Context: an optimization exercise on an open-source flow, tuned for small area, a short achievable clock period and few clock cycles per item. The choices shown serve that exercise and are no tape-out recipe. Power and IR drop assume default switching activity.

## main
==> flow/design.v <==
module irlib2_codec (
  input  wire        clk,
  input  wire        rst,
  input  wire        cmd_valid,
  input  wire [63:0] cmd_word,
  output wire        cmd_ready,
  input  wire [3:0]  rd_addr,
  output reg  [31:0] rd_data,
  input  wire        cap_we,
  input  wire [15:0] cap_idx,
  input  wire        cap_level,
  input  wire [15:0] cap_dur,
  output wire        tok_valid,
  output wire        tok_level,
  output wire [15:0] tok_dur,
  input  wire        tok_ready
);
  localparam [15:0] ZERO_MIN = 16'd300;
  localparam [15:0] ZERO_MAX = 16'd500;
  localparam [15:0] ONE_MIN  = 16'd600;
  localparam [15:0] ONE_MAX  = 16'd1000;
  localparam [15:0] HDR_MIN  = 16'd1200;
  localparam [15:0] HDR_MAX  = 16'd2000;
  localparam [7:0] SEED_DEFAULT = 8'hAE;
  localparam [7:0] FIXED_MARKER = 8'hAA;
  localparam [3:0] CK_OFFSET    = 4'hD;
  function [3:0] checksum;
    input [3:0] t;
    input [3:0] w;
    begin
      checksum = CK_OFFSET + t + w;
    end
  endfunction
  wire [3:0] op = cmd_word[63:60];
  wire hi_zero  = (cmd_word[59:40] == 20'd0);
  wire mid_zero = (cmd_word[39:16] == 24'd0);
  wire is_nop     = (op == 4'h0) && hi_zero && mid_zero && (cmd_word[15:0] == 16'd0);
  wire is_enc_tw  = (op == 4'h1) && hi_zero && mid_zero;
  wire is_enc_raw = (op == 4'h2) && hi_zero;
  wire is_dec     = (op == 4'h3) && hi_zero && mid_zero;
  wire is_cksum   = (op == 4'h4) && hi_zero && mid_zero;
  wire is_legal   = is_nop | is_enc_tw | is_enc_raw | is_dec | is_cksum;
  wire is_enc     = is_enc_tw | is_enc_raw;
  wire [3:0] ck_cmd = checksum(cmd_word[11:8], cmd_word[3:0]);
  reg enc_busy;
  irlib2_ready u_ready (
    .cmd_hi   (cmd_word[63:16]),
    .enc_busy (enc_busy),
    .cmd_ready(cmd_ready)
  );
  wire accept_enc = cmd_valid && is_enc && !enc_busy;
  wire accept_dec = cmd_valid && is_dec;
  wire accept_ck  = cmd_valid && is_cksum;
  wire accept_ill = cmd_valid && !is_legal;
  reg [3:0] ck_res;
  reg       cmd_err;
  always @(posedge clk) begin
    if (rst) begin
      ck_res  <= 4'd0;
      cmd_err <= 1'b0;
    end else begin
      if (accept_ck)
        ck_res <= ck_cmd;
      if (accept_ill)
        cmd_err <= 1'b1;
    end
  end
  wire cls0   = (cap_dur >= ZERO_MIN) && (cap_dur <= ZERO_MAX);
  wire cls1   = (cap_dur >= ONE_MIN)  && (cap_dur <= ONE_MAX);
  wire hdr_in = cap_level && (cap_dur >= HDR_MIN) && (cap_dur <= HDR_MAX);
  wire band   = cls0 | cls1;
  wire good_p0 = !cap_level && band;
  wire good_p1 =  cap_level && band;
  wire e0_p0   = !cap_level && !cls0;
  wire e0_p1   =  cap_level && !cls0;
  wire cap_wr = cap_we && (cap_idx[15:6] == 10'd0);
  reg        hdr_ok;
  reg [40:1] c_good;
  reg [40:1] c_e0;
  always @(posedge clk) begin
    if (cap_wr && cap_idx[5:0] == 6'd0)
      hdr_ok <= hdr_in;
  end
  genvar j;
  generate
    for (j = 1; j <= 40; j = j + 1) begin : g_cap
      always @(posedge clk) begin
        if (cap_wr && cap_idx[5:0] == j) begin
          c_good[j] <= ((j - 1) % 2) ? good_p1 : good_p0;
          c_e0[j]   <= ((j - 1) % 2) ? e0_p1   : e0_p0;
        end
      end
    end
  endgenerate
  wire all_good = &c_good;
  wire [4:0] grp_bad;
  wire [2:0] loc_idx [0:4];
  wire [4:0] loc_amb;
  generate
    for (j = 0; j < 5; j = j + 1) begin : g_grp
      wire [7:0] gg = c_good[8*j+8:8*j+1];
      wire [7:0] ge = c_e0[8*j+8:8*j+1];
      assign grp_bad[j] = !(&gg);
      assign loc_idx[j] = !gg[0] ? 3'd0 : !gg[1] ? 3'd1 : !gg[2] ? 3'd2 : !gg[3] ? 3'd3 :
                          !gg[4] ? 3'd4 : !gg[5] ? 3'd5 : !gg[6] ? 3'd6 : 3'd7;
      assign loc_amb[j] = !gg[0] ? ge[0] : !gg[1] ? ge[1] : !gg[2] ? ge[2] : !gg[3] ? ge[3] :
                          !gg[4] ? ge[4] : !gg[5] ? ge[5] : !gg[6] ? ge[6] : ge[7];
    end
  endgenerate
  wire [2:0] f_grp = grp_bad[0] ? 3'd0 : grp_bad[1] ? 3'd1 : grp_bad[2] ? 3'd2 :
                     grp_bad[3] ? 3'd3 : grp_bad[4] ? 3'd4 : 3'd5;
  wire [5:0] f_idx = {f_grp, f_grp == 3'd5 ? 3'd0 : loc_idx[f_grp]};
  wire       f_amb = loc_amb[f_grp];
  wire [15:0] n_field  = cmd_word[15:0];
  wire        n_big    = (n_field[15:6] != 10'd0);
  wire        hdr_fail = !hdr_ok || (!n_big && n_field[5:0] == 6'd0);
  wire [5:0]  m_slots  = n_field[5:0] - 6'd1;
  wire        m_le_f   = !n_big && (m_slots <= f_idx);
  wire        miss     = m_le_f && (m_slots != 6'd40);
  wire [1:0] err_nx   = hdr_fail ? 2'd1 :
                        miss     ? 2'd2 :
                        all_good ? 2'd0 : {1'b1, f_amb};
  wire [5:0] slots_nx = hdr_fail ? 6'd0 :
                        m_le_f   ? m_slots : f_idx;
  wire [39:0] frame_nx;
  generate
    for (j = 0; j < 40; j = j + 1) begin : g_frame
      assign frame_nx[39 - j] = c_e0[j + 1];
    end
  endgenerate
  reg        dec_done;
  reg [1:0]  dec_err;      
  reg [5:0]  dec_slots;    
  reg [39:0] dec_frame;    
  always @(posedge clk) begin
    if (rst)
      dec_done <= 1'b0;
    else if (accept_dec)
      dec_done <= 1'b1;
  end
  always @(posedge clk) begin
    if (accept_dec) begin
      dec_err   <= err_nx;
      dec_slots <= slots_nx;
      dec_frame <= frame_nx;
    end
  end
  wire       dec_ok  = dec_done && (dec_err == 2'd0);
  wire [1:0] err_rd  = dec_done ? dec_err : 2'd0;
  wire       ckmm    = dec_ok && (dec_frame[3:0] != checksum(dec_frame[19:16], dec_frame[11:8]));
  reg [5:0]  enc_d;
  reg [39:0] enc_fr;
  reg        enc_tw;
  wire tw = (op == 4'h1);
  always @(posedge clk) begin
    if (!enc_busy) begin
      enc_fr <= {cmd_word[39:20], cmd_word[19:16] | (ck_cmd & {4{tw}}), cmd_word[15:0]};
      enc_tw <= tw;
    end
  end
  always @(posedge clk) begin
    if (rst) begin
      enc_busy <= 1'b0;
    end else if (accept_enc) begin
      enc_busy <= 1'b1;
    end else if (tok_ready && enc_busy && enc_d == 6'd0) begin
      enc_busy <= 1'b0;
    end
  end
  localparam [15:0] TW_TOP = {SEED_DEFAULT, FIXED_MARKER};
  wire [5:0] nb     = enc_d - 6'd2;
  wire [5:0] fr_idx = enc_tw ? nb - 6'd8 : nb;
  wire       fr_bit = enc_fr[fr_idx];
  wire [5:0] nb_top = nb - 6'd24;
  wire       tw_bit = (nb >= 6'd24) ? TW_TOP[nb_top[3:0]] :
                      (nb >= 6'd8)  ? fr_bit :
                      (nb >= 6'd4)  ? 1'b0 : enc_fr[{4'b0100, nb[1:0]}];
  wire       nx_bit = enc_tw ? tw_bit : fr_bit;
  reg        slot_bit;
  always @(posedge clk) begin
    if (!enc_busy) begin
      enc_d <= 6'd41;
    end else if (tok_ready) begin
      enc_d    <= enc_d - 6'd1;
      slot_bit <= nx_bit;
    end
  end
  wire is_hdr = (enc_d == 6'd41);
  wire is_trl = (enc_d == 6'd0);
  assign tok_valid = enc_busy;
  assign tok_level = enc_d[0];
  assign tok_dur   = is_hdr ? 16'd1600 :
                     is_trl ? 16'd1000 :
                     slot_bit ? 16'd800 : 16'd400;
  wire [31:0] status = {24'd0, cmd_err, ckmm, err_rd, dec_ok, dec_done, 1'b0, enc_busy};
  always @(*) begin
    case (rd_addr)
      4'h0:    rd_data = status;
      4'h1:    rd_data = dec_ok ? dec_frame[31:0] : 32'd0;
      4'h2:    rd_data = {24'd0, dec_ok ? dec_frame[39:32] : 8'd0};
      4'h3:    rd_data = {24'd0, 2'b00, dec_ok, 1'b0, dec_ok, 3'b000};
      4'h4:    rd_data = {31'd0, dec_ok};
      4'h5:    rd_data = {26'd0, dec_done ? dec_slots : 6'd0};
      4'h6:    rd_data = {28'd0, ck_res};
      default: rd_data = 32'd0;
    endcase
  end
endmodule
module irlib2_ready (
  input  wire [63:16] cmd_hi,
  input  wire         enc_busy,
  output wire         cmd_ready
);
  wire [3:0] op       = cmd_hi[63:60];
  wire       hi_zero  = (cmd_hi[59:40] == 20'd0);
  wire       mid_zero = (cmd_hi[39:16] == 24'd0);
  wire       is_enc   = hi_zero && ((op == 4'h2) || (op == 4'h1 && mid_zero));
  assign cmd_ready = !(is_enc && enc_busy);
endmodule
clock: 10.0 ns
lec_check: 0
cap_margin: 20
core_margin: 2
core_utilization: 40
slew_margin: 20
synth_hierarchical: 1
standard.sh (not shown) runs the stock make flow with config.mk's settings and CLKGATE_MAP_FILE= SYNTH_SCRIPT=/design/flow/synth_recipe.tcl, a recipe that flattens the netlist after the stock synthesis.
==> flow/flow/run.sh <==
#!/bin/bash
# Standard ORFS flow (the standard.sh, standard synthesis unchanged) with
# different layout settings: smaller port buffers, a denser core and a larger
# setup margin for timing repair. Each tool's output stays in orfs/logs/.
set -euo pipefail
bash standard.sh \
  BUFFER_PORTS_ARGS="-buffer_cell sky130_fd_sc_hd__buf_1" \
  CORE_UTILIZATION=55 \
  SETUP_SLACK_MARGIN=5.0 \
  CTS_BUF_LIST=sky130_fd_sc_hd__clkbuf_8 \
  finish > standard.log 2>&1
What the feature branch does differently from main at the input level:
--- a/flow/design.v
+++ b/flow/design.v
@@ -2,13 +2,13 @@
   input  wire        clk,
   input  wire        rst,
   input  wire        cmd_valid,
   input  wire [63:0] cmd_word,
   output wire        cmd_ready,
   input  wire [3:0]  rd_addr,
-  output reg  [31:0] rd_data,
+  output wire [31:0] rd_data,
   input  wire        cap_we,
   input  wire [15:0] cap_idx,
   input  wire        cap_level,
   input  wire [15:0] cap_dur,
   output wire        tok_valid,
   output wire        tok_level,
@@ -190,30 +190,51 @@
   assign tok_valid = enc_busy;
   assign tok_level = enc_d[0];
   assign tok_dur   = is_hdr ? 16'd1600 :
                      is_trl ? 16'd1000 :
                      slot_bit ? 16'd800 : 16'd400;
   wire [31:0] status = {24'd0, cmd_err, ckmm, err_rd, dec_ok, dec_done, 1'b0, enc_busy};
-  always @(*) begin
-    case (rd_addr)
-      4'h0:    rd_data = status;
-      4'h1:    rd_data = dec_ok ? dec_frame[31:0] : 32'd0;
-      4'h2:    rd_data = {24'd0, dec_ok ? dec_frame[39:32] : 8'd0};
-      4'h3:    rd_data = {24'd0, 2'b00, dec_ok, 1'b0, dec_ok, 3'b000};
-      4'h4:    rd_data = {31'd0, dec_ok};
-      4'h5:    rd_data = {26'd0, dec_done ? dec_slots : 6'd0};
-      4'h6:    rd_data = {28'd0, ck_res};
-      default: rd_data = 32'd0;
-    endcase
-  end
+  irlib2_rdmux u_rdmux (
+    .rd_addr  (rd_addr),
+    .status   (status[7:0]),
+    .dec_ok   (dec_ok),
+    .dec_done (dec_done),
+    .dec_frame(dec_frame),
+    .dec_slots(dec_slots),
+    .ck_res   (ck_res),
+    .rd_data  (rd_data)
+  );
 endmodule
 module irlib2_ready (
   input  wire [63:16] cmd_hi,
   input  wire         enc_busy,
   output wire         cmd_ready
 );
   wire [3:0] op       = cmd_hi[63:60];
   wire       hi_zero  = (cmd_hi[59:40] == 20'd0);
   wire       mid_zero = (cmd_hi[39:16] == 24'd0);
   wire       is_enc   = hi_zero && ((op == 4'h2) || (op == 4'h1 && mid_zero));
   assign cmd_ready = !(is_enc && enc_busy);
 endmodule
+module irlib2_rdmux (
+  input  wire [3:0]  rd_addr,
+  input  wire [7:0]  status,
+  input  wire        dec_ok,
+  input  wire        dec_done,
+  input  wire [39:0] dec_frame,
+  input  wire [5:0]  dec_slots,
+  input  wire [3:0]  ck_res,
+  output reg  [31:0] rd_data
+);
+  always @(*) begin
+    case (rd_addr)
+      4'h0:    rd_data = {24'd0, status};
+      4'h1:    rd_data = dec_ok ? dec_frame[31:0] : 32'd0;
+      4'h2:    rd_data = {24'd0, dec_ok ? dec_frame[39:32] : 8'd0};
+      4'h3:    rd_data = {24'd0, 2'b00, dec_ok, 1'b0, dec_ok, 3'b000};
+      4'h4:    rd_data = {31'd0, dec_ok};
+      4'h5:    rd_data = {26'd0, dec_done ? dec_slots : 6'd0};
+      4'h6:    rd_data = {28'd0, ck_res};
+      default: rd_data = 32'd0;
+    endcase
+  end
+endmodule
### Flow results
- main and the feature branch ended up with roughly the same synthesized-area fraction occupied by adder cells.
- Against main, the feature branch comes in 2.9 points lower on fraction of final layout cells sized beyond drive strength 1.
- ~same final cell utilization of the core in main and the feature branch
- Diff main and the feature branch: multi-input gate share of the layout cell area higher in the feature branch
- On first-iteration DRC count, the lower figure sits with the feature branch, not main.
- Total die area for the feature branch is higher than for main.
- main -> the feature branch: number of placement rows delta 0, exact match
- Global-route track usage on met2 in the feature branch is 0.97 points above main.
- As of the feature branch, final cell count had risen by a few percent compared to main.
- The feature branch gives more power than main did.
- On proportion of power drawn by flip-flops and latches, the lower figure sits with the feature branch, not main.
No functional check of the RTL was part of any run of this note.

## static timing again, ports no longer ideal
Ports are ideal in the flow. The routed layouts listed here were re-timed in OpenROAD.
Step 1: set_driving_cell puts a clkbuf_16 on clk and a buf_2 on each other input, an assumption about the parent block.
Step 2 moves the port delays by t, midway between the first and last clock arrival at a register: inputs arrive t later, outputs are due t later. That takes back most of the time a late clock gives input paths.
Slacks: ideal / step 1 / step 2; pairs: ideal / step 1.
| run | t (ns) | setup slack, ns | worst slew at a driven data input, ns |
|---|---|---|---|
| main | 0.492 | 4.805 / 4.762 / 4.762 | 0.06 |
| the feature branch | 0.496 | 4.942 / 4.843 / 4.843 | 0.11 |
After both steps every run listed still meets setup and hold. For the feature branch, which loses most, drivers alone change the setup slack by -0.099 ns; drivers and shift together by -0.099 ns.
